What follows belongs to an exercise in optimizing a design on an open flow for small area, a short achievable clock period and few clock cycles; a production flow would make more cautious choices.
The RTL was checked by simulation tests, not by an equivalence proof against the original design.
No activity file was given, so power comes from the tool's default toggle rates.

File: flow/design.v
module rcab_gfpar (
  input  wire        clk,
  input  wire        rst,      
  input  wire        req,
  input  wire        we,
  input  wire [15:0] addr,
  input  wire [31:0] wdata,
  output wire        ack,
  output reg  [31:0] rdata,
  output reg         err,
  output wire        irq
);
  localparam integer SB_MAX = 64;
  localparam integer K_MAX  = 4;
  localparam [31:0] ID_VALUE  = 32'h52434142;
  localparam [31:0] VER_VALUE = 32'h00010000;
  localparam [31:0] CAP0_VAL  = 32'h00040040;
  localparam [31:0] CAP1_VAL  = 32'h011D0000;
  localparam [2:0] E_ILLEGAL  = 3'd1;
  localparam [2:0] E_RANGE    = 3'd2;
  localparam [2:0] E_DIVZERO  = 3'd3;
  localparam [2:0] E_LOGZERO  = 3'd4;
  localparam [2:0] E_MISMATCH = 3'd5;
  localparam [2047:0] LOG_T = 2048'hAF5850A8EAF4D674E8ADE7E6E9D5AE4FD72C757AEB16F50B51A0A99CB05F59CB5A3ECCBBB18660FBAA559D29523BA16CF66F0C7FEC4917C476A47BB7D8432D1FA2416D4753393C849E5D2A14ABD356F261BEFCDCB2978790CDCFBC955BD13F372E892023D99244117CB4B8267799A5E318FEC531EDDE4A670D63808CF7C0700757A7F373ACE5D44E2B79150A9F9B5ECA3DBA85FA54283A6B6E7E48C3A3B6421E404638835C13D2F1BDDB968FCE94D03688229110B32598E2FD30DD66628BBF06A672E44D78099AC9B9F9276A7DC2B51D458212F0DA8E9335210F24E12F658A05714C08C8F869C11C81EF8D340EE064044BC7681BEE33DF03C61A320219010000;
  localparam [127:0] EXP_LO = 128'h261387CDE8743A1D8040201008040201;
  localparam [127:0] EXP_HI = 128'h2C125182E3E6A88581D9FD5F469D4C01;
  function automatic [7:0] gf_mul;
    input [7:0] a;
    input [7:0] b;
    reg   [14:0] p;
    integer      t;
    begin
      p = 15'd0;
      for (t = 0; t < 8; t = t + 1)
        if (b[t]) p = p ^ ({7'd0, a} << t);
      for (t = 14; t >= 8; t = t - 1)
        if (p[t]) p = p ^ (15'h11D << (t - 8));
      gf_mul = p[7:0];
    end
  endfunction
  reg  [7:0]  sb [0:SB_MAX-1];           
  reg  [7:0]  cf [0:K_MAX*SB_MAX-1];     
  reg  [2:0]  lasterr;                   
  reg         pmatch;
  reg  [5:1]  estat;                     
  reg  [8:1]  ien;
  reg  [31:0] ecmd;
  reg  [7:0]  gfa, gfb, gfr;
  reg  [7:0]  lga, lgb;                  
  reg  [15:0] slen;
  reg  [3:0]  prows;
  reg  [6:0]  pbits;
  reg  [7:0]  par [0:K_MAX-1];
  reg  [7:0]  rxp [0:K_MAX-1];
  reg  [7:0]  acc  [0:K_MAX-1];
  reg  [7:0]  op_a [0:K_MAX-1];
  reg  [7:0]  op_b;
  reg         busy;                      
  reg  [5:0]  wj;                        
  reg  [6:0]  whi;                       
  reg         rd_done;                   
  reg  [7:0]  rdata_q;                   
  wire [4:0] irq_v = estat & ien[5:1];
  assign irq = |irq_v;
  wire        fire   = req & ~busy;
  wire        wr     = fire & we;
  wire        rd_slow = addr[10] | addr[13];
  assign ack   = fire & (we | ~rd_slow | rd_done);
  wire        aligned  = (addr[1:0] == 2'b00);
  wire        is_sb    = aligned && (addr[15:8] == 8'h04);
  wire        is_cf    = aligned && (addr[15:12] == 4'h2) && (addr[9:8] == 2'b00);
  wire        is_par   = aligned && (addr[15:4] == 12'h01C);
  wire        is_rxp   = aligned && (addr[15:4] == 12'h01E);
  wire        is_low   = aligned && (addr[15:6] == 10'd0) && (addr[5:2] != 4'd15);
  wire        mapped   = is_sb | is_cf | is_par | is_rxp | is_low;
  always @(*) begin
    rdata = rd_done ? {24'd0, rdata_q} : rd_reg;
    err   = ~mapped;
  end
  wire [5:0]  idx      = busy ? wj : addr[7:2];
  wire [7:0]  sb_rd    = sb[idx];
  wire [7:0]  cf_rd0   = cf[{2'd0, idx}];
  wire [7:0]  cf_rd1   = cf[{2'd1, idx}];
  wire [7:0]  cf_rd2   = cf[{2'd2, idx}];
  wire [7:0]  cf_rd3   = cf[{2'd3, idx}];
  reg  [7:0]  cf_row;
  always @(*) begin
    case (addr[11:10])
      2'd0: cf_row = cf_rd0;
      2'd1: cf_row = cf_rd1;
      2'd2: cf_row = cf_rd2;
      default: cf_row = cf_rd3;
    endcase
  end
  wire [7:0]  rd_buf   = addr[13] ? cf_row : sb_rd;
  reg  [31:0] rd_reg;
  always @(*) begin
    rd_reg = 32'd0;
    if (addr[8])     rd_reg = {24'd0, addr[5] ? rxp[addr[3:2]] : par[addr[3:2]]};
    else begin
      case (addr[5:2])
        4'd0:  rd_reg = ID_VALUE;
        4'd1:  rd_reg = VER_VALUE;
        4'd2:  rd_reg = CAP0_VAL;
        4'd3:  rd_reg = CAP1_VAL;
        4'd5:  rd_reg = {19'd0, irq, 3'd0, pmatch, 5'd0, lasterr};
        4'd6:  rd_reg = {23'd0, 3'd0, estat, 1'b0};
        4'd7:  rd_reg = {23'd0, ien, 1'b0};
        4'd8:  rd_reg = ecmd;
        4'd9:  rd_reg = {24'd0, gfa};
        4'd10: rd_reg = {24'd0, gfb};
        4'd11: rd_reg = {24'd0, gfr};
        4'd12: rd_reg = {16'd0, slen};
        4'd13: rd_reg = {28'd0, prows};
        4'd14: rd_reg = {25'd0, pbits};
        default: rd_reg = 32'd0;
      endcase
    end
  end
  wire [6:0]  eff_old  = (slen[15:6] != 10'd0) ? 7'd64 : {1'b0, slen[5:0]};
  wire [6:0]  eff_new  = (wdata[15:6] != 10'd0) ? 7'd64 : {1'b0, wdata[5:0]};
  wire        in_len   = ({1'b0, addr[7:2]} < eff_old);
  wire        w_sb     = wr & is_sb;
  wire        w_cf     = wr & is_cf;
  wire        w_low    = wr & is_low;
  wire [3:0]  w_reg    = addr[5:2];
  wire [7:0]  prod0    = gf_mul(op_a[0], op_b);
  wire [7:0]  prod1    = gf_mul(op_a[1], op_b);
  wire [7:0]  prod2    = gf_mul(op_a[2], op_b);
  wire [7:0]  prod3    = gf_mul(op_a[3], op_b);
  wire [7:0]  accn0    = acc[0] ^ prod0;
  wire [7:0]  accn1    = acc[1] ^ prod1;
  wire [7:0]  accn2    = acc[2] ^ prod2;
  wire [7:0]  accn3    = acc[3] ^ prod3;
  wire [31:0] par_bits = {accn0, accn1, accn2, accn3};
  wire [31:0] rxp_bits = {rxp[0], rxp[1], rxp[2], rxp[3]};
  reg  [31:0] cmp_mask;
  integer     b;
  always @(*) begin
    for (b = 0; b < 32; b = b + 1)
      cmp_mask[31-b] = (b < pbits);
  end
  wire par_equal = ((par_bits ^ rxp_bits) & cmp_mask) == 32'd0;
  wire range_bad = (slen > 16'd64) || (prows == 4'd0) || (prows > 4'd4);
  wire pbits_bad = (pbits == 7'd0) || (pbits > {prows, 3'b000});
  wire [7:0] op     = wdata[31:24];
  wire       lowz   = (wdata[23:0] == 24'd0);
  wire [7:0] w_log  = LOG_T[wdata[7:0]*8 +: 8];
  wire       a_zero = (gfa == 8'd0);
  wire       b_zero = (gfb == 8'd0);
  wire [8:0] l_add  = {1'b0, lga} + {1'b0, lgb};
  wire [8:0] l_sub  = {1'b0, lga} + {1'b0, ~lgb};
  wire [7:0] l_mul  = l_add[7:0] + {7'd0, l_add[8]};
  wire [7:0] l_div  = l_sub[7:0] + {7'd0, l_sub[8]};
  wire [7:0] g_ein  = op[0] ? (op[1] ? gfa : l_mul) : l_div;
  wire [7:0] g_exp  = gf_mul(EXP_LO[g_ein[3:0]*8 +: 8], EXP_HI[g_ein[7:4]*8 +: 8]);
  integer n;
  always @(posedge clk) begin
    if (w_sb) sb[addr[7:2]] <= wdata[7:0];
    if (w_cf) cf[{addr[11:10], addr[7:2]}] <= wdata[7:0];
  end
  always @(posedge clk) begin
    rdata_q <= rd_buf;
  end
  always @(posedge clk) begin
    if (rst) begin
      rd_done <= 1'b0;
      busy    <= 1'b0;
      wj      <= 6'd0;
      whi     <= 7'd0;
      lasterr <= 3'd0;
      pmatch  <= 1'b0;
      estat   <= 5'd0;
      ien     <= 8'd0;
      ecmd    <= 32'd0;
      gfa     <= 8'd0;
      gfb     <= 8'd0;
      gfr     <= 8'd0;
      lga     <= 8'd0;
      lgb     <= 8'd0;
      slen    <= 16'd0;
      prows   <= 4'd0;
      pbits   <= 7'd0;
      op_b    <= 8'd0;
      for (n = 0; n < K_MAX; n = n + 1) begin
        par[n]  <= 8'd0;
        rxp[n]  <= 8'd0;
        acc[n]  <= 8'd0;
        op_a[n] <= 8'd0;
      end
    end else begin
      rd_done <= fire & ~we & ~rd_done & rd_slow;
      acc[0] <= accn0;
      acc[1] <= accn1;
      acc[2] <= accn2;
      acc[3] <= accn3;
      op_b <= 8'd0;
      for (n = 0; n < K_MAX; n = n + 1) op_a[n] <= 8'd0;
      if (busy) begin
        op_b    <= sb_rd;
        op_a[0] <= cf_rd0;
        op_a[1] <= cf_rd1;
        op_a[2] <= cf_rd2;
        op_a[3] <= cf_rd3;
        wj      <= wj + 6'd1;
        if ({1'b0, wj} + 7'd1 == whi) busy <= 1'b0;
      end else if (w_sb && in_len) begin
        op_b    <= sb_rd ^ wdata[7:0];
        op_a[0] <= cf_rd0;
        op_a[1] <= cf_rd1;
        op_a[2] <= cf_rd2;
        op_a[3] <= cf_rd3;
      end else if (w_cf && in_len) begin
        op_b    <= sb_rd;
        op_a[addr[11:10]] <= cf_row ^ wdata[7:0];
      end
      if (wr && is_rxp) rxp[addr[3:2]] <= wdata[7:0];
      if (w_low) begin
        case (w_reg)
          4'd6:  estat <= estat & ~wdata[5:1];
          4'd7:  ien   <= wdata[8:1];
          4'd9:  begin gfa <= wdata[7:0]; lga <= w_log; end
          4'd10: begin gfb <= wdata[7:0]; lgb <= w_log; end
          4'd12: begin
            slen <= wdata[15:0];
            if (eff_new != eff_old) begin
              busy <= 1'b1;
              if (eff_new < eff_old) begin wj <= eff_new[5:0]; whi <= eff_old; end
              else                   begin wj <= eff_old[5:0]; whi <= eff_new; end
            end
          end
          4'd13: prows <= wdata[3:0];
          4'd14: pbits <= wdata[6:0];
          4'd4: begin
            if (!lowz) begin
              lasterr <= E_ILLEGAL; estat[1] <= 1'b1; ecmd <= wdata;
            end else begin
              case (op)
                8'h00: lasterr <= 3'd0;
                8'h01: begin gfr <= (a_zero | b_zero) ? 8'd0 : g_exp; lasterr <= 3'd0; end
                8'h02: if (b_zero) begin
                         lasterr <= E_DIVZERO; estat[3] <= 1'b1; ecmd <= wdata;
                       end else begin
                         gfr <= a_zero ? 8'd0 : g_exp; lasterr <= 3'd0;
                       end
                8'h03: begin gfr <= g_exp; lasterr <= 3'd0; end
                8'h04: if (a_zero) begin
                         lasterr <= E_LOGZERO; estat[4] <= 1'b1; ecmd <= wdata;
                       end else begin
                         gfr <= lga; lasterr <= 3'd0;
                       end
                8'h20, 8'h21:
                  if (range_bad || (op[0] && pbits_bad)) begin
                    lasterr <= E_RANGE; estat[2] <= 1'b1; ecmd <= wdata;
                  end else begin
                    par[0] <= accn0;
                    if (prows > 4'd1) par[1] <= accn1;
                    if (prows > 4'd2) par[2] <= accn2;
                    if (prows > 4'd3) par[3] <= accn3;
                    if (op[0]) begin
                      pmatch <= par_equal;
                      if (par_equal) lasterr <= 3'd0;
                      else begin
                        lasterr <= E_MISMATCH; estat[5] <= 1'b1; ecmd <= wdata;
                      end
                    end else begin
                      lasterr <= 3'd0;
                    end
                  end
                8'h7F: begin
                  lasterr <= 3'd0;
                  pmatch  <= 1'b0;
                  estat   <= 5'd0;
                  ien     <= 8'd0;
                  ecmd    <= 32'd0;
                  gfa     <= 8'd0;
                  gfb     <= 8'd0;
                  gfr     <= 8'd0;
                  lga     <= 8'd0;
                  lgb     <= 8'd0;
                  slen    <= 16'd0;
                  prows   <= 4'd0;
                  pbits   <= 7'd0;
                  op_b    <= 8'd0;
                  for (n = 0; n < K_MAX; n = n + 1) begin
                    par[n] <= 8'd0;
                    rxp[n] <= 8'd0;
                    acc[n] <= 8'd0;
                  end
                end
                default: begin
                  lasterr <= E_ILLEGAL; estat[1] <= 1'b1; ecmd <= wdata;
                end
              endcase
            end
          end
          default: ;
        endcase
      end
    end
  end
endmodule
File: flow/flow/run.sh
#!/bin/bash
set -euo pipefail
bash standard.sh SETUP_SLACK_MARGIN=9 \
  "BUFFER_PORTS_ARGS=-buffer_cell sky130_fd_sc_hd__buf_4" \
  "CTS_ARGS=-sink_clustering_enable -repair_clock_nets -sink_clustering_size 25 -sink_clustering_max_diameter 60 -dont_use_dummy_load" \
  finish > layout.log 2>&1
File: flow/standard.sh
#!/bin/bash
# synth_recipe.tcl (not shown) runs the flow's synth.tcl, then flattens the netlist and writes it again
# the make line also repeats each setting of config.mk as NAME=value (left out here)
make -C /OpenROAD-flow-scripts/flow DESIGN_CONFIG=/design/flow/config.mk WORK_HOME=/design/flow/orfs CLKGATE_MAP_FILE= SYNTH_SCRIPT=/design/flow/synth_recipe.tcl "${@:-finish}"
File: flow/config.mk
export PLATFORM = sky130hd
export DESIGN_NAME = rcab_gfpar
export DESIGN_NICKNAME = rcab_gfpar
export VERILOG_FILES = /design/flow/design.v
export SDC_FILE = /design/flow/constraint.sdc
export NUM_CORES = 4
export LEC_CHECK = 0
export CAP_MARGIN = 20
export CORE_MARGIN = 2
export CORE_UTILIZATION = 70
export CTS_CLUSTER_DIAMETER = 60
export CTS_CLUSTER_SIZE = 25
export PLACE_DENSITY = 0.75
export SLEW_MARGIN = 20
File: flow/constraint.sdc
create_clock -name core_clock -period 16.0 [get_ports {clk}]
set_input_delay 3.2000 -clock core_clock [delete_from_list [all_inputs] [get_ports {clk}]]
set_output_delay 3.2000 -clock core_clock [all_outputs]
set_load 0.01 [all_outputs]
==> impl_table.tex, run 1 <==
\begin{tabular}{lr}
\hline
Metric & Value \\
\hline
\multicolumn{2}{l}{\textbf{Detailed routing}} \\
Final wirelength & 369000 um \\
Number of vias per cell & around 7.4 \\
Number of violations reported at the end of detailed-routing iteration 0 & 13300 \\
Count of TritonRoute iterations in the first routing pass & 7 \\
Antenna violation net count after detailed routing & 0 \\
Overall via count from detail\_route & 77400 \\
Routed wire length per instance & 35.1 um \\
Post-route DRC violation count & 0 \\
\multicolumn{2}{l}{\textbf{Critical path}} \\
Maximum single-stage delay on the critical path & 540 ps \\
Sum of buffers and inverters on the critical path & 2 \\
Ordered cell list for the critical path & buf\_16, or2\_4, nor2\_4, or4\_4, or3\_4, a21oi\_4, buf\_6 \\
Worst EP arrival & approximately 5000 ps \\
Critical Path End Type & primary output \\
Crit start category & input pin \\
Slowest library cell on the worst path & or3\_4 \\
Type of the worst setup path & in2out \\
Critical path data required time & 12800 ps \\
CP max FO & 5 \\
Kind of cell adding the most delay to the critical path & simple AND/OR/NAND/NOR gates \\
\multicolumn{2}{l}{\textbf{Timing}} \\
Final WS setup & 7930 ps \\
Portion of the clock cycle consumed by the worst path in the final layout & 50.4\% \\
Max Clock Freq & 124 MHz \\
Hold violation total from the final report & 0 \\
\# setup viols final & 0 \\
Max transition margin & between 10\% and 20\% \\
Layout Skew & 101 ps \\
Final min period & 8070 ps \\
Fin. max-slew vios & 0 \\
Setup repair after global routing missed its margin & true \\
Sum Neg Setup Slack & 0 ps \\
Slew at the pin closest to its max-slew limit & around 1300 ps \\
\multicolumn{2}{l}{\textbf{Pwr}} \\
Net switching power figure & 0.00301 W \\
Internal power & 0.0103 W \\
Clock share of power & a little under a third \\
Power after layout & 0.0133 W \\
Sw Ratio & a little under a quarter \\
PwrDens & 99.8 mW/mm2 \\
Flop pwr share & 60.9\% \\
Largest vdd supply drop & about 0.14 mV \\
LEAKAGE & 42.4 nW \\
Combinational share of power & 8.4\% \\
\multicolumn{2}{l}{\textbf{Finish}} \\
Non-filler instance count after layout & 10500 \\
Proportion of layout cells with a drive suffix above 1 & 17.2\% \\
Area taken by flip-flops and latches & a little over 0.08 mm2 \\
Area of combinational cells with multiple inputs & 0.0394 mm2 \\
Area Overhead vs Synth & 7.94\% \\
Most common cell after layout, fill and taps aside & edfxtp\_1 \\
Commonest cells after routing, fill and taps aside & edfxtp\_1 (2616), nand2\_1 (1143), nor2\_1 (682) \\
Count of fill cells added during filler insertion & 10000 \\
Post-route core utilization & $\sim$76\% \\
Number of nets at the end of the flow & 8247 \\
\multicolumn{2}{l}{\textbf{Floorplan}} \\
Ports placed on the boundary & 87 \\
DIE AREA & around 0.18 mm2 \\
Floorplan Core Area & 0.176 mm2 \\
Standard-cell row count & 154 \\
Effective utilization at floorplan & 70.3\% \\
Height of the die & 424 um \\
X dimension of the die & 424 um \\
\multicolumn{2}{l}{\textbf{Logic synthesis}} \\
Xor/xnor cell area share of the yosys netlist & 3.37\% \\
Compound-Gate Fraction of Synth Area & 5.09\% \\
Area share of the leading cell type in the synthesized netlist & 63.6\% \\
Share of cell area taken by muxes after synthesis & 12.9\% \\
Dominant combinational cell family by area after synthesis & multiplexers \\
Post-synthesis cell type with the largest combined area & edfxtp\_1 \\
Yosys warning total & 3 \\
Number of enable-type register cells in the synthesized netlist & 2616 \\
Asr flop ratio synth & 0\% \\
Predominant post-synthesis flop cell & edfxtp\_1 \\
Distinct cells, synth & 95 \\
Sequential share of the synthesized area & around 67\% \\
Cells after synthesis & 8186 \\
Syn Std Cell Area & 0.124 mm2 \\
Average cell area after synthesis & 15.1 um2 \\
Fraction of the mapped netlist area in adder cells & 0.616\% \\
Flop and latch count out of synthesis & 2835 \\
Largest cells by area after synthesis & edfxtp\_1 (64\%), mux4\_2 (12\%), dfxtp\_1 (3.5\%), nand2\_1 (3.5\%), nor2\_1 (2.2\%) \\
Area share of and/or/nand/nor cells after synthesis & $\sim$9\% \\
\multicolumn{2}{l}{\textbf{Global routing}} \\
Maximum number of pins on one net before global-route repair & 191 \\
Global route overflow & 0 \\
Total track usage & 41.1\% \\
Via count of the first global-routing pass & around 74000 \\
Number of antenna violations at the first check in global routing & 37 \\
First-pass GRT wire length & 526000 um \\
\multicolumn{2}{l}{\textbf{Place}} \\
Count of placed standard cells including taps & 10200 \\
Global placement routability congestion & $\sim$0.98 \\
Final HPWL DP & 228000 um \\
Number of input and output port buffers inserted & between 80 and 90 \\
Worst slack, placed & 6780 ps \\
\multicolumn{2}{l}{\textbf{Worst hold path}} \\
Worst hold path class & reg2reg \\
\multicolumn{2}{l}{\textbf{Clock tree}} \\
Number of buffers created by CTS & between 150 and 200 \\
Clock transition at the registers of the reported paths & 40 ps \\
TritonCTS clock tree & done \\
Root buffer selected by CTS & clkbuf\_16 \\
Buffers from clock root to sink, at most & 3 \\
Clk\_lat worst skew & 870 ps \\
Sinks on Clock Net & about 2800 \\
Number of levels the H-tree was split into & 4 \\
\multicolumn{2}{l}{\textbf{Outcome}} \\
Result of the run & finished clean \\
\multicolumn{2}{l}{\textbf{Run}} \\
Max-cap violations & 0 \\
\hline
\end{tabular}
Yosys cell counts (all sizes together), types with 7 or more instances:
master,instances
nand4,16
o311ai,12
nor2,714
nand3b,8
dfxtp,219
edfxtp,2616
nor4,16
or2,19
o2111ai,7
buf,161
a21oi,250
mux4,675
inv,53
or4,10
nor3b,12
ha,56
xnor3,36
nand3,254
or3,14
o21a,11
o31ai,13
a21o,19
o22ai,14
and3,96
a211oi,59
a31oi,77
a311oi,128
clkbuf,414
a221oi,17
xor2,100
o211ai,21
nand2b,52
o21ai,145
nor3,138
nand2,1156
and2,29
a22oi,61
mux2i,52
nor2b,26
a22o,9
mux2,16
xnor2,274
o2bb2ai,34
a211o,9
worst reg2reg max path, cell delays in order (launching register included):
cell,delay (ps)
dfxtp_1,350
ha_1,240
fa_1,440
nand2b_1,160
a211oi_1,120
o21ai_0,170
nand2b_1,90
a21oi_1,240
o21bai_1,90
ha_1,240
ha_1,250
and3_1,180
mux2i_2,230
xnor2_1,140
o211a_1,270
or2_2,340
inv_1,110
ha_1,210
nand3_1,110
or3_4,380
a31oi_1,210
xnor2_1,200
xnor3_1,320
xnor2_2,280
xnor3_1,520
xnor2_1,210
nand2b_1,190
a311oi_1,270
logic make-up (layout without fill, tap and decap cells):
group,count (synthesis),count (layout)
buf+inv,628,553
xor+xnor,412,412
fa+ha+maj,60,60
mux,743,743
flops,2835,2835
other cells,1,73
compound gates,934,934
simple gates,2573,2574
worst paths after layout:
path / depth (start not counted) / start / slack, ps / to
worst max-delay path: 7 / addr[3] / 7930 / rdata[30]
worst min-delay path: 2 / ecmd[27] / 480 / ecmd[27]
worst max register to register: 27 / lga[0] / 9330 / gfr[7]
worst min register to register: 2 / ecmd[27] / 480 / ecmd[27]
per-layer routing:
metal	part of all wire (%)	wire, um	up-vias	track usage, %
li1	-	-	31100	-
met1	34	127000	39000	56.0
met2	46	171000	6162	61.6
met3	13	49600	1151	11.8
met4	5.8	21500	36	20.8
met5	0.13	495	-	0.661
power by group through the flow:
stage	sequential [W]	clock (W)	combinational (W)
5_1_grt	0.00810	0.00430	0.00116
4_1_cts	0.00810	0.00407	0.00108
2_1_floorplan	0.00825	0	0.000604
3_3_place_gp	0.00827	0	0.00100
6_report	0.00811	0.00409	0.00112
3_5_place_dp	0.00827	0	0.00102
flip-flops by register name (all words and copies together), names as in the netlist, 4 cells and up:
register,count
cf,2048
sb,512
acc,32
ecmd,32
op_a,32
par,32
rxp,32
slen,16
gfa,8
gfb,8
gfr,8
ien,8
lga,8
lgb,8
op_b,8
rdata_q,8
pbits,7
whi,7
wj,6
estat,5
prows,4
layout make-up:
type                    instances  area share [%]
diodes                         49          0.0919
clock buffers                 166            3.11
inverters                      53           0.159
multi-input cells            4747            29.5
flip-flops and latches       2835            62.2
well taps                    2340            2.20
repair buffers                334            2.73
stage by stage:
| stage | area, um2 | hold slack, ps |
|---|---|---|
| CTS | 133000 | 467 |
| detailed placement | 127000 | 446 |
| floorplan | 124000 | 429 |
| global placement | 127000 | 439 |
| global route | 133000 | 491 |
| finish | 133000 | 480 |
repair_timing:
item / 4_1_cts / 5_1_grt
resized for setup: 158 / 67
buffers inserted: 46 / 24
pin swaps: 36 / 30
cloned: 14 / 3
hold buffers: 0 / 0
endpoints found under the setup margin: 93 / 82
Testbench counts, summed over its fixed seeds: cycles 21,079.
==> inputs of run 2 (changes only) <==
--- a/flow/design.v
+++ b/flow/design.v
@@ -59,13 +59,17 @@
   reg  [5:0]  wj;                        
   reg  [6:0]  whi;                       
   reg         rd_done;                   
-  reg  [7:0]  rdata_q;                   
+  reg  [31:0] rdata_q;                   
   wire [4:0] irq_v = estat & ien[5:1];
   assign irq = |irq_v;
   wire        fire   = req & ~busy;
   wire        wr     = fire & we;
-  wire        rd_slow = addr[10] | addr[13];
-  assign ack   = fire & (we | ~rd_slow | rd_done);
+  wire        rd_fast  = (addr[1:0] == 2'b00) && (addr[15:9] == 7'd0) &&
+                         (addr[8] ? (addr[7:4] == 4'hC)
+                                  : (addr[7:6] == 2'd0) &&
+                                    (addr[5:2] == 4'd5 || addr[5:2] == 4'd6 ||
+                                     addr[5:2] == 4'd11));
+  assign ack   = fire & (we | rd_fast | rd_done);
   wire        aligned  = (addr[1:0] == 2'b00);
   wire        is_sb    = aligned && (addr[15:8] == 8'h04);
   wire        is_cf    = aligned && (addr[15:12] == 4'h2) && (addr[9:8] == 2'b00);
@@ -74,7 +78,7 @@
   wire        is_low   = aligned && (addr[15:6] == 10'd0) && (addr[5:2] != 4'd15);
   wire        mapped   = is_sb | is_cf | is_par | is_rxp | is_low;
   always @(*) begin
-    rdata = rd_done ? {24'd0, rdata_q} : rd_reg;
+    rdata = rd_done ? rdata_q : rd_fv;
     err   = ~mapped;
   end
   wire [5:0]  idx      = busy ? wj : addr[7:2];
@@ -92,11 +96,16 @@
       default: cf_row = cf_rd3;
     endcase
   end
-  wire [7:0]  rd_buf   = addr[13] ? cf_row : sb_rd;
+  wire [31:0] rd_fv    = addr[8] ? {24'd0, par[addr[3:2]]} :
+                         addr[5] ? {24'd0, gfr} :
+                         addr[3] ? {23'd0, 3'd0, estat, 1'b0} :
+                                   {19'd0, irq, 3'd0, pmatch, 5'd0, lasterr};
   reg  [31:0] rd_reg;
   always @(*) begin
     rd_reg = 32'd0;
-    if (addr[8])     rd_reg = {24'd0, addr[5] ? rxp[addr[3:2]] : par[addr[3:2]]};
+    if (addr[13])      rd_reg = {24'd0, cf_row};
+    else if (addr[10]) rd_reg = {24'd0, sb_rd};
+    else if (addr[8])  rd_reg = {24'd0, addr[5] ? rxp[addr[3:2]] : par[addr[3:2]]};
     else begin
       case (addr[5:2])
         4'd0:  rd_reg = ID_VALUE;
@@ -160,7 +169,7 @@
     if (w_cf) cf[{addr[11:10], addr[7:2]}] <= wdata[7:0];
   end
   always @(posedge clk) begin
-    rdata_q <= rd_buf;
+    rdata_q <= rd_reg;
   end
   always @(posedge clk) begin
     if (rst) begin
@@ -189,7 +198,7 @@
         op_a[n] <= 8'd0;
       end
     end else begin
-      rd_done <= fire & ~we & ~rd_done & rd_slow;
+      rd_done <= fire & ~we & ~rd_done & ~rd_fast;
       acc[0] <= accn0;
       acc[1] <= accn1;
       acc[2] <= accn2;
==> run 2 against run 1 <==
Effect of this change: register-to-register slack improved by 110 ps; critical path depth is 1 higher; critical path type unchanged; still clean; cell count decreased by 1.8%; count of clock-buffer cells in the layout shrank 1; largest cell class unchanged; utilization decreased by 0.64 points; highest routed layer unchanged.
==> impl_table.tex, run 2 <==
\begin{tabular}{lr}
\hline
Metric & Value \\
\hline
\multicolumn{2}{l}{\textbf{Timing}} \\
Layout Skew & 83.8 ps (-17.5 ps) \\
Slew at the pin closest to its max-slew limit & 1220 ps (-94.5 ps) \\
Max transition margin & 18.4\% (+6.6 points) \\
Fin. max-slew vios & 0 (unchanged) \\
Setup repair after global routing missed its margin & true \\
Max Clock Freq & 124 MHz (about the same) \\
Hold violation total from the final report & 0 (unchanged) \\
Portion of the clock cycle consumed by the worst path in the final layout & 50.4\% (about the same) \\
Sum Neg Setup Slack & 0 ps (unchanged) \\
\# setup viols final & 0 (unchanged) \\
Final min period & 8060 ps (-7.16 ps) \\
Final WS setup & 7940 ps (+7.16 ps) \\
Final-layout worst hold slack & 460 ps (-20.1 ps) \\
\multicolumn{2}{l}{\textbf{Detailed routing}} \\
Final wirelength & 342000 um (-7.5\%) \\
Antenna violation net count after detailed routing & 0 (unchanged) \\
Routed wire length per instance & 33.0 um (-5.8\%) \\
Number of violations reported at the end of detailed-routing iteration 0 & 12200 (-8.3\%) \\
Count of TritonRoute iterations in the first routing pass & 7 (unchanged) \\
Post-route DRC violation count & 0 (unchanged) \\
Number of vias per cell & 7.24 (-1.6\%) \\
Overall via count from detail\_route & 74800 (-3.4\%) \\
\multicolumn{2}{l}{\textbf{Clock tree}} \\
Clock transition at the registers of the reported paths & 100 ps (+60 ps) \\
Buffers from clock root to sink, at most & 3 (unchanged) \\
Sinks on Clock Net & 2859 (+0.85\%) \\
Clk\_lat worst skew & 850 ps (-20 ps) \\
Number of buffers created by CTS & 165 (-0.60\%) \\
TritonCTS clock tree & done \\
Hold buffer count at cts & 0 (unchanged) \\
Number of levels the H-tree was split into & 4 (unchanged) \\
Root buffer selected by CTS & clkbuf\_16 \\
\multicolumn{2}{l}{\textbf{Logic synthesis}} \\
Library cell with the highest instance count after synthesis & edfxtp\_1 \\
Largest cells by area after synthesis & edfxtp\_1 (63\%), mux4\_2 (12\%), dfxtp\_1 (3.9\%), nand2\_1 (2.5\%), nor2\_1 (2.3\%) \\
Distinct cells, synth & 97 (+2.1\%) \\
Fraction of the mapped netlist area in adder cells & 0.604\% (-0.011 points) \\
Yosys warning total & 3 (unchanged) \\
Flop and latch count out of synthesis & 2859 (+0.85\%) \\
Share of cell area taken by muxes after synthesis & 12.8\% (-0.025 points) \\
Post-synthesis cell type with the largest combined area & edfxtp\_1 \\
Dominant combinational cell family by area after synthesis & multiplexers \\
Average cell area after synthesis & 15.3 um2 (+1.2\%) \\
Predominant post-synthesis flop cell & edfxtp\_1 \\
Syn Std Cell Area & 0.124 mm2 (+0.52\%) \\
Area share of the leading cell type in the synthesized netlist & 63.2\% (-0.33 points) \\
Xor/xnor cell area share of the yosys netlist & 3.32\% (-0.049 points) \\
Synth top cells by count & edfxtp\_1 (2616), nand2\_1 (833), nor2\_1 (759) \\
Area share of and/or/nand/nor cells after synthesis & 7.58\% (-1.4 points) \\
Number of enable-type register cells in the synthesized netlist & 2616 (unchanged) \\
Compound-Gate Fraction of Synth Area & 6.49\% (+1.4 points) \\
Asr flop ratio synth & 0\% (unchanged) \\
Sequential share of the synthesized area & 67.2\% (about the same) \\
Cells after synthesis & 8128 (-0.71\%) \\
\multicolumn{2}{l}{\textbf{Finish}} \\
Number of nets at the end of the flow & 8095 (-1.8\%) \\
Proportion of layout cells with a drive suffix above 1 & 15.8\% (-1.4 points) \\
Non-filler instance count after layout & 10300 (-1.8\%) \\
Most common cell after layout, fill and taps aside & edfxtp\_1 \\
Area Overhead vs Synth & 6.82\% \\
Largest register FFs & 2048 (unchanged) \\
Area taken by flip-flops and latches & 0.0834 mm2 (+0.58\%) \\
Count of fill cells added during filler insertion & 10300 (+3.0\%) \\
Area of combinational cells with multiple inputs & 0.0390 mm2 (-0.83\%) \\
Commonest cells after routing, fill and taps aside & edfxtp\_1 (2616), nand2\_1 (820), nor2\_1 (746) \\
\multicolumn{2}{l}{\textbf{Critical path}} \\
Crit start category & input pin \\
CP max FO & 2 (-3) \\
Maximum single-stage delay on the critical path & 540 ps (about the same) \\
Sum of buffers and inverters on the critical path & 3 (+1) \\
Worst EP arrival & 4860 ps (about the same) \\
Critical path data required time & 12800 ps (about the same) \\
Type of the worst setup path & in2out \\
Critical path's most frequent cell & buf\_6 \\
Kind of cell adding the most delay to the critical path & simple AND/OR/NAND/NOR gates \\
Critical Path End Type & primary output \\
Slowest library cell on the worst path & or4\_4 \\
Ordered cell list for the critical path & buf\_6, or4\_4, nor3\_4, buf\_6, nand2\_2, a21oi\_2, o31a\_1, buf\_6 \\
\multicolumn{2}{l}{\textbf{Floorplan}} \\
X dimension of the die & 425 um (+0.26\%) \\
DIE AREA & 0.181 mm2 (+0.52\%) \\
Floorplan Core Area & 0.176 mm2 (+0.33\%) \\
Effective utilization at floorplan & 70.4\% (+0.14 points) \\
Standard-cell row count & 154 (unchanged) \\
Height of the die & 425 um (+0.26\%) \\
Ports placed on the boundary & 87 (unchanged) \\
\multicolumn{2}{l}{\textbf{Global routing}} \\
Via count of the first global-routing pass & 71500 (-3.4\%) \\
Global route overflow & 0 (unchanged) \\
Maximum number of pins on one net before global-route repair & 161 (-16\%) \\
First-pass GRT wire length & 492000 um (-6.5\%) \\
Number of antenna violations at the first check in global routing & 10 (-73\%) \\
Total track usage & 37.7\% (-3.4 points) \\
\multicolumn{2}{l}{\textbf{Pwr}} \\
LEAKAGE & 41.4 nW (-2.3\%) \\
PwrDens & 100 mW/mm2 (+0.57\%) \\
Power after layout & 0.0133 W (about the same) \\
Largest vdd supply drop & 0.127 mV (-8.2\%) \\
\multicolumn{2}{l}{\textbf{Place}} \\
Global placement routability congestion & 0.947 (-3.1\%) \\
Final HPWL DP & 205000 um (-9.7\%) \\
Number of input and output port buffers inserted & 86 (unchanged) \\
Worst slack, placed & 6690 ps (-84.7 ps) \\
Count of placed standard cells including taps & 10100 (-0.95\%) \\
\multicolumn{2}{l}{\textbf{Worst hold path}} \\
Worst hold path class & reg2reg \\
\multicolumn{2}{l}{\textbf{Run}} \\
Max-cap violations & 0 (unchanged) \\
\multicolumn{2}{l}{\textbf{Outcome}} \\
Result of the run & finished clean \\
\hline
\end{tabular}
## run 2: cell types whose count changed after synthesis, moves of 59 or more
cell / change
nand2_1: -323
o21ai_0: +59
and3_1: -81
and2_1: +187
nand3_1: -185
a21oi_1: +84
a211oi_1: +185
## run 2: power breakdown
part	switching, W	internal [W]	leakage (nW)
logic	0.000712	0.000387	13.8
registers	0.0000173	0.00814	25.5
clock network	0.00224	0.00183	2.03
## run 2: stage by stage
| stage | instance area [um2] | utilization (%) |
|---|---|---|
| 2_1_floorplan | 125000 | - |
| 3_3_place_gp | 127000 | 72.1 |
| 3_5_place_dp | 127000 | 72.1 |
| 4_1_cts | 132000 | 74.9 |
| 5_1_grt | 133000 | 75.2 |
| 6_report | 133000 | 75.2 |
## run 2: cells by family after synthesis
group	after synthesis
AND/OR/NAND/NOR	2161
AO/OA/AOI/OAI	1229
XOR/XNOR	423
buffers and inverters	645
multiplexers	751
other	1
adder cells (fa/ha/maj)	59
flip-flops	2859
## run 2: final timing paths
check                               from  cells after the start  slack [ps]     endpoint
worst max-delay path            addr[14]                      8        7940          ack
worst max register to register   op_b[7]                     16        9440     ecmd[30]
worst min-delay path            ecmd[17]                      2         460  rdata_q[17]
worst min register to register  ecmd[17]                      2         460  rdata_q[17]
## run 2: worst min-delay path, stage by stage, from the launching register on
cell     delay [ps]
dfxtp_1         330
inv_1            50
a21oi_1          50
## run 2: final cells by class
cell class | count | share of cell area (%)
clock buffer | 165 | 3.11
tap | 2340 | 2.21
sequential | 2859 | 62.9
antenna | 11 | 0.0207
inverter | 55 | 0.171
timing repair buffer | 257 | 2.18
multi-input combinational | 4647 | 29.4
## run 2: per-layer routing
| layer | track usage, % | part of all wire, % | vias up |
|---|---|---|---|
| li1 | - | - | 30800 |
| met1 | 54.3 | 36 | 38000 |
| met2 | 56.6 | 47 | 5186 |
| met3 | 8.86 | 12 | 798 |
| met4 | 15.6 | 4.6 | 6 |
| met5 | 0 | 0.013 | - |
## run 2: repair_timing
item                                    4_1_cts  5_1_grt
gates cloned                                  8        6
resized for setup                            95       64
endpoints found under the setup margin       61       65
setup buffers                                17        3
pin swaps                                     9       13
Testbench counts of run 2, summed over its fixed seeds: cycles 21,079.
==> inputs of run 3 (changes only) <==
--- a/flow/design.v
+++ b/flow/design.v
@@ -64,10 +64,9 @@
   assign irq = |irq_v;
   wire        fire   = req & ~busy;
   wire        wr     = fire & we;
-  wire        rd_fast  = (addr[1:0] == 2'b00) && (addr[15:9] == 7'd0) &&
-                         (addr[8] ? (addr[7:4] == 4'hC)
-                                  : (addr[7:6] == 2'd0) &&
-                                    (addr[5:2] == 4'd5 || addr[5:2] == 4'd6 ||
+  wire        rd_fast  = ~addr[13] & ~addr[10] &
+                         (addr[8] ? ~addr[5]
+                                  : (addr[5:2] == 4'd5 || addr[5:2] == 4'd6 ||
                                      addr[5:2] == 4'd11));
   assign ack   = fire & (we | rd_fast | rd_done);
   wire        aligned  = (addr[1:0] == 2'b00);
==> run 3 against run 2 <==
Effect of this change: combinational power hardly changed; still clean; critical endpoint unchanged; routed wire length is 6.8% higher; synthesized area is 0.27% higher; count of clock-buffer cells in the layout is 1 lower; cell count is 2.4% higher.
==> impl_table.tex, run 3 <==
\begin{tabular}{lr}
\hline
Metric & Value \\
\hline
\multicolumn{2}{l}{\textbf{Outcome}} \\
Result of the run & finished clean \\
\multicolumn{2}{l}{\textbf{Timing}} \\
\# setup viols final & 0 (unchanged) \\
Sum Neg Setup Slack & 0 ps (unchanged) \\
Slew at the pin closest to its max-slew limit & 1260 ps (+41.2 ps) \\
Max Clock Freq & 132 MHz (+6.6\%) \\
Final-layout worst hold slack & 450 ps (-10.3 ps) \\
Final WS setup & 8440 ps (+500 ps) \\
Final min period & 7560 ps (-500 ps) \\
Layout Skew & 108 ps (+23.7 ps) \\
Hold violation total from the final report & 0 (unchanged) \\
Max transition margin & 15.6\% (-2.8 points) \\
Setup repair after global routing missed its margin & true \\
Portion of the clock cycle consumed by the worst path in the final layout & 47.2\% (-3.1 points) \\
Fin. max-slew vios & 0 (unchanged) \\
\multicolumn{2}{l}{\textbf{Critical path}} \\
Slowest library cell on the worst path & and3\_4 \\
Critical path data required time & 12800 ps (about the same) \\
Type of the worst setup path & in2out \\
Maximum single-stage delay on the critical path & 250 ps (-290 ps) \\
Crit start category & input pin \\
Critical Path End Type & primary output \\
CP max FO & 5 (+3) \\
Ordered cell list for the critical path & buf\_12, buf\_16, nand2\_1, nor3\_2, o21ai\_1, o21ai\_1, and3\_4, nor3\_2, nor2\_1, buf\_4 \\
Crit. Startpoint & addr[5] \\
Reg-to-Reg Start & lga[0] \\
Worst EP arrival & 4360 ps (-500 ps) \\
\multicolumn{2}{l}{\textbf{Global routing}} \\
Total track usage & 40.4\% (+2.7 points) \\
Via count of the first global-routing pass & 73300 (+2.5\%) \\
First-pass GRT wire length & 521000 um (+6.0\%) \\
Maximum number of pins on one net before global-route repair & 192 (+19\%) \\
Number of antenna violations at the first check in global routing & 26 (+16) \\
Global route overflow & 0 (unchanged) \\
\multicolumn{2}{l}{\textbf{Logic synthesis}} \\
Library cell with the highest instance count after synthesis & edfxtp\_1 \\
Sequential share of the synthesized area & 67.0\% (-0.18 points) \\
Asr flop ratio synth & 0\% (unchanged) \\
Distinct cells, synth & 107 (+10\%) \\
Flop and latch count out of synthesis & 2859 (unchanged) \\
Predominant post-synthesis flop cell & edfxtp\_1 \\
Post-synthesis cell type with the largest combined area & edfxtp\_1 \\
Syn Std Cell Area & 0.125 mm2 (+0.27\%) \\
Largest cells by area after synthesis & edfxtp\_1 (63\%), mux4\_2 (12\%), dfxtp\_1 (3.9\%), nand2\_1 (3.6\%), nor2\_1 (2.4\%) \\
Synth top cells by count & edfxtp\_1 (2616), nand2\_1 (1189), nor2\_1 (782) \\
Cells after synthesis & 8350 (+2.7\%) \\
Average cell area after synthesis & 14.9 um2 (-2.4\%) \\
Number of enable-type register cells in the synthesized netlist & 2616 (unchanged) \\
Area share of the leading cell type in the synthesized netlist & 63.1\% (-0.17 points) \\
Yosys warning total & 3 (unchanged) \\
\multicolumn{2}{l}{\textbf{Place}} \\
Global placement routability congestion & 0.984 (+3.9\%) \\
Final HPWL DP & 227000 um (+10\%) \\
Worst slack, placed & 6830 ps (+141 ps) \\
Number of input and output port buffers inserted & 86 (unchanged) \\
\multicolumn{2}{l}{\textbf{Pwr}} \\
PwrDens & 100 mW/mm2 (about the same) \\
Largest vdd supply drop & 0.124 mV (-2.4\%) \\
LEAKAGE & 42.0 nW (+1.4\%) \\
\multicolumn{2}{l}{\textbf{Clock tree}} \\
Number of levels the H-tree was split into & 4 (unchanged) \\
Sinks on Clock Net & 2859 (unchanged) \\
Clock transition at the registers of the reported paths & 50 ps (-50 ps) \\
TritonCTS clock tree & done \\
Buffers from clock root to sink, at most & 3 (unchanged) \\
Clk\_lat worst skew & 870 ps (+20 ps) \\
Number of buffers created by CTS & 164 (-0.61\%) \\
Root buffer selected by CTS & clkbuf\_16 \\
\multicolumn{2}{l}{\textbf{Detailed routing}} \\
Count of TritonRoute iterations in the first routing pass & 10 (+3) \\
Routed wire length per instance & 34.5 um (+4.3\%) \\
Number of violations reported at the end of detailed-routing iteration 0 & 13300 (+8.7\%) \\
Overall via count from detail\_route & 77400 (+3.5\%) \\
Antenna violation net count after detailed routing & 0 (unchanged) \\
Post-route DRC violation count & 0 (unchanged) \\
Number of vias per cell & 7.31 (+1.0\%) \\
Final wirelength & 365000 um (+6.8\%) \\
\multicolumn{2}{l}{\textbf{Finish}} \\
Commonest cells after routing, fill and taps aside & edfxtp\_1 (2616), nand2\_1 (1181), nor2\_1 (766) \\
Most common cell after layout, fill and taps aside & edfxtp\_1 \\
Post-route core utilization & 75.4\% (+0.10 points) \\
Area Overhead vs Synth & 6.79\% (about the same) \\
Largest register FFs & 2048 (unchanged) \\
Number of nets at the end of the flow & 8343 (+3.1\%) \\
Proportion of layout cells with a drive suffix above 1 & 15.8\% (+0.059 points) \\
\multicolumn{2}{l}{\textbf{Floorplan}} \\
DIE AREA & 0.181 mm2 (+0.27\%) \\
Ports placed on the boundary & 87 (unchanged) \\
Floorplan Core Area & 0.176 mm2 (+0.11\%) \\
Standard-cell row count & 154 (unchanged) \\
X dimension of the die & 426 um (+0.13\%) \\
Height of the die & 426 um (+0.13\%) \\
Effective utilization at floorplan & 70.6\% (+0.11 points) \\
\multicolumn{2}{l}{\textbf{Run}} \\
Max-cap violations & 0 (unchanged) \\
\multicolumn{2}{l}{\textbf{Worst hold path}} \\
Worst hold path class & reg2reg \\
Startpoint of the lowest-slack hold path & ecmd[17] \\
\hline
\end{tabular}
==> run 3: cell types whose count changed in the layout (fill, tap and decap cells not counted), moves of 29 or more <==
cell | previous run | this run
nand3_1 | 62 | 229
and3_1 | 12 | 90
a211oi_1 | 235 | 42
a31oi_1 | 109 | 64
nand2_1 | 820 | 1181
a21oi_1 | 306 | 277
and2_1 | 213 | 51
==> run 3: worst max-delay path: cells and delay by family <==
kind | cells | cell delay, ps
buffers and inverters | 3 | 380
AOI/OAI and AO/OA | 2 | 150
and+or+nand+nor | 5 | 630
==> run 3: worst paths after layout <==
path                       to  slack (ps)  depth (start not counted)
setup reg to reg       gfr[5]        9410                         27
hold reg to reg   rdata_q[17]         450                          2
setup / recovery          ack        8440                         10
hold / removal    rdata_q[17]         450                          2
==> run 3: report_power, final <==
| group | internal (W) | switching (W) |
|---|---|---|
| sequential | 0.00814 | 0.0000212 |
| clock | 0.00182 | 0.00227 |
| combinational | 0.000376 | 0.000730 |
| total | 0.0103 | 0.00302 |
==> run 3: layout make-up <==
class                           instances  area, um2
Timing Repair Buffer                  272       2870
Fill cell                           10400      43500
Sequential cell                      2859      83400
Clock buffer                          164       4100
Inverter                               64        246
Multi-Input combinational cell       4872      39400
Antenna cell                           14       35.0
Tap cell                             2340       2930
==> run 3: cells by family (layout without fill, tap and decap cells) <==
| kind of cell | after synthesis | in the layout | share of synthesized area [%] |
|---|---|---|---|
| compound gates | 987 | 987 | 5.29 |
| xor+xnor | 409 | 409 | 3.18 |
| fa+ha+maj | 60 | 60 | 0.611 |
| buf+inv | 642 | 500 | 2.02 |
| flops | 2859 | 2859 | 67.0 |
| mux | 759 | 759 | 12.9 |
| other cells | 1 | 38 | 0.00301 |
| simple gates | 2633 | 2633 | 9.02 |
==> run 3: layer usage <==
layer / vias to the layer above / GRT usage [%] / share of wire, %
met2: 6128 / 59.6 / 45
li1: 31400 / - / -
met4: 23 / 18.6 / 5.3
met1: 39000 / 56.9 / 36
met5: - / 0.476 / 0.085
met3: 887 / 11.3 / 14
==> run 3: stage by stage <==
| step | power (W) | cell area [um2] | std cells |
|---|---|---|---|
| 4_1_cts | 0.0133 | 133000 | 10600 |
| 5_1_grt | 0.0136 | 133000 | 10600 |
| 2_1_floorplan | 0.00893 | 125000 | 8373 |
| 3_5_place_dp | 0.00935 | 127000 | 10400 |
| 3_3_place_gp | 0.00934 | 127000 | 10400 |
| 6_report | 0.0134 | 133000 | 10600 |
==> run 3: repair_timing <==
item	CTS	global route
setup buffers	27	2
cloned	9	4
setup endpoints to repair	68	70
gates resized for setup	108	56
hold buffers	0	0
pin swaps	17	6
Testbench counts of run 3, summed over its fixed seeds: cycles 21,079.

## port drivers added, routing unchanged
No port has a modelled driver above. Below, the same layouts with a new extraction and two added sets of constraints.
Step 1: set_driving_cell puts a clkbuf_16 on clk and a buf_2 on each other input, an assumption about the parent block.
Step 2 also shifts input and output timing later by t, the mid clock arrival at the registers, as if the neighbouring blocks saw the same clock.
Three values: ideal ports, drivers, drivers and shift; two values: the first two.
run | t (ns) | setup slack, ns | worst setup path at the end | clock arrival spread, ns | slew at the worst register clock pin (ns)
run 1 | 0.927 | 7.935 / 7.767 / 7.660 | input to register | 0.120 / 0.120 | 0.10 / 0.10
run 2 | 0.896 | 7.942 / 7.808 / 7.808 | input to output | 0.102 / 0.102 | 0.10 / 0.10
run 3 | 0.908 | 8.442 / 8.193 / 7.871 | input to register | 0.108 / 0.108 | 0.10 / 0.10
After both steps setup and hold are still met in every run listed. For run 3, which loses most, drivers alone change the setup slack by -0.249 ns; drivers and shift together by -0.571 ns.
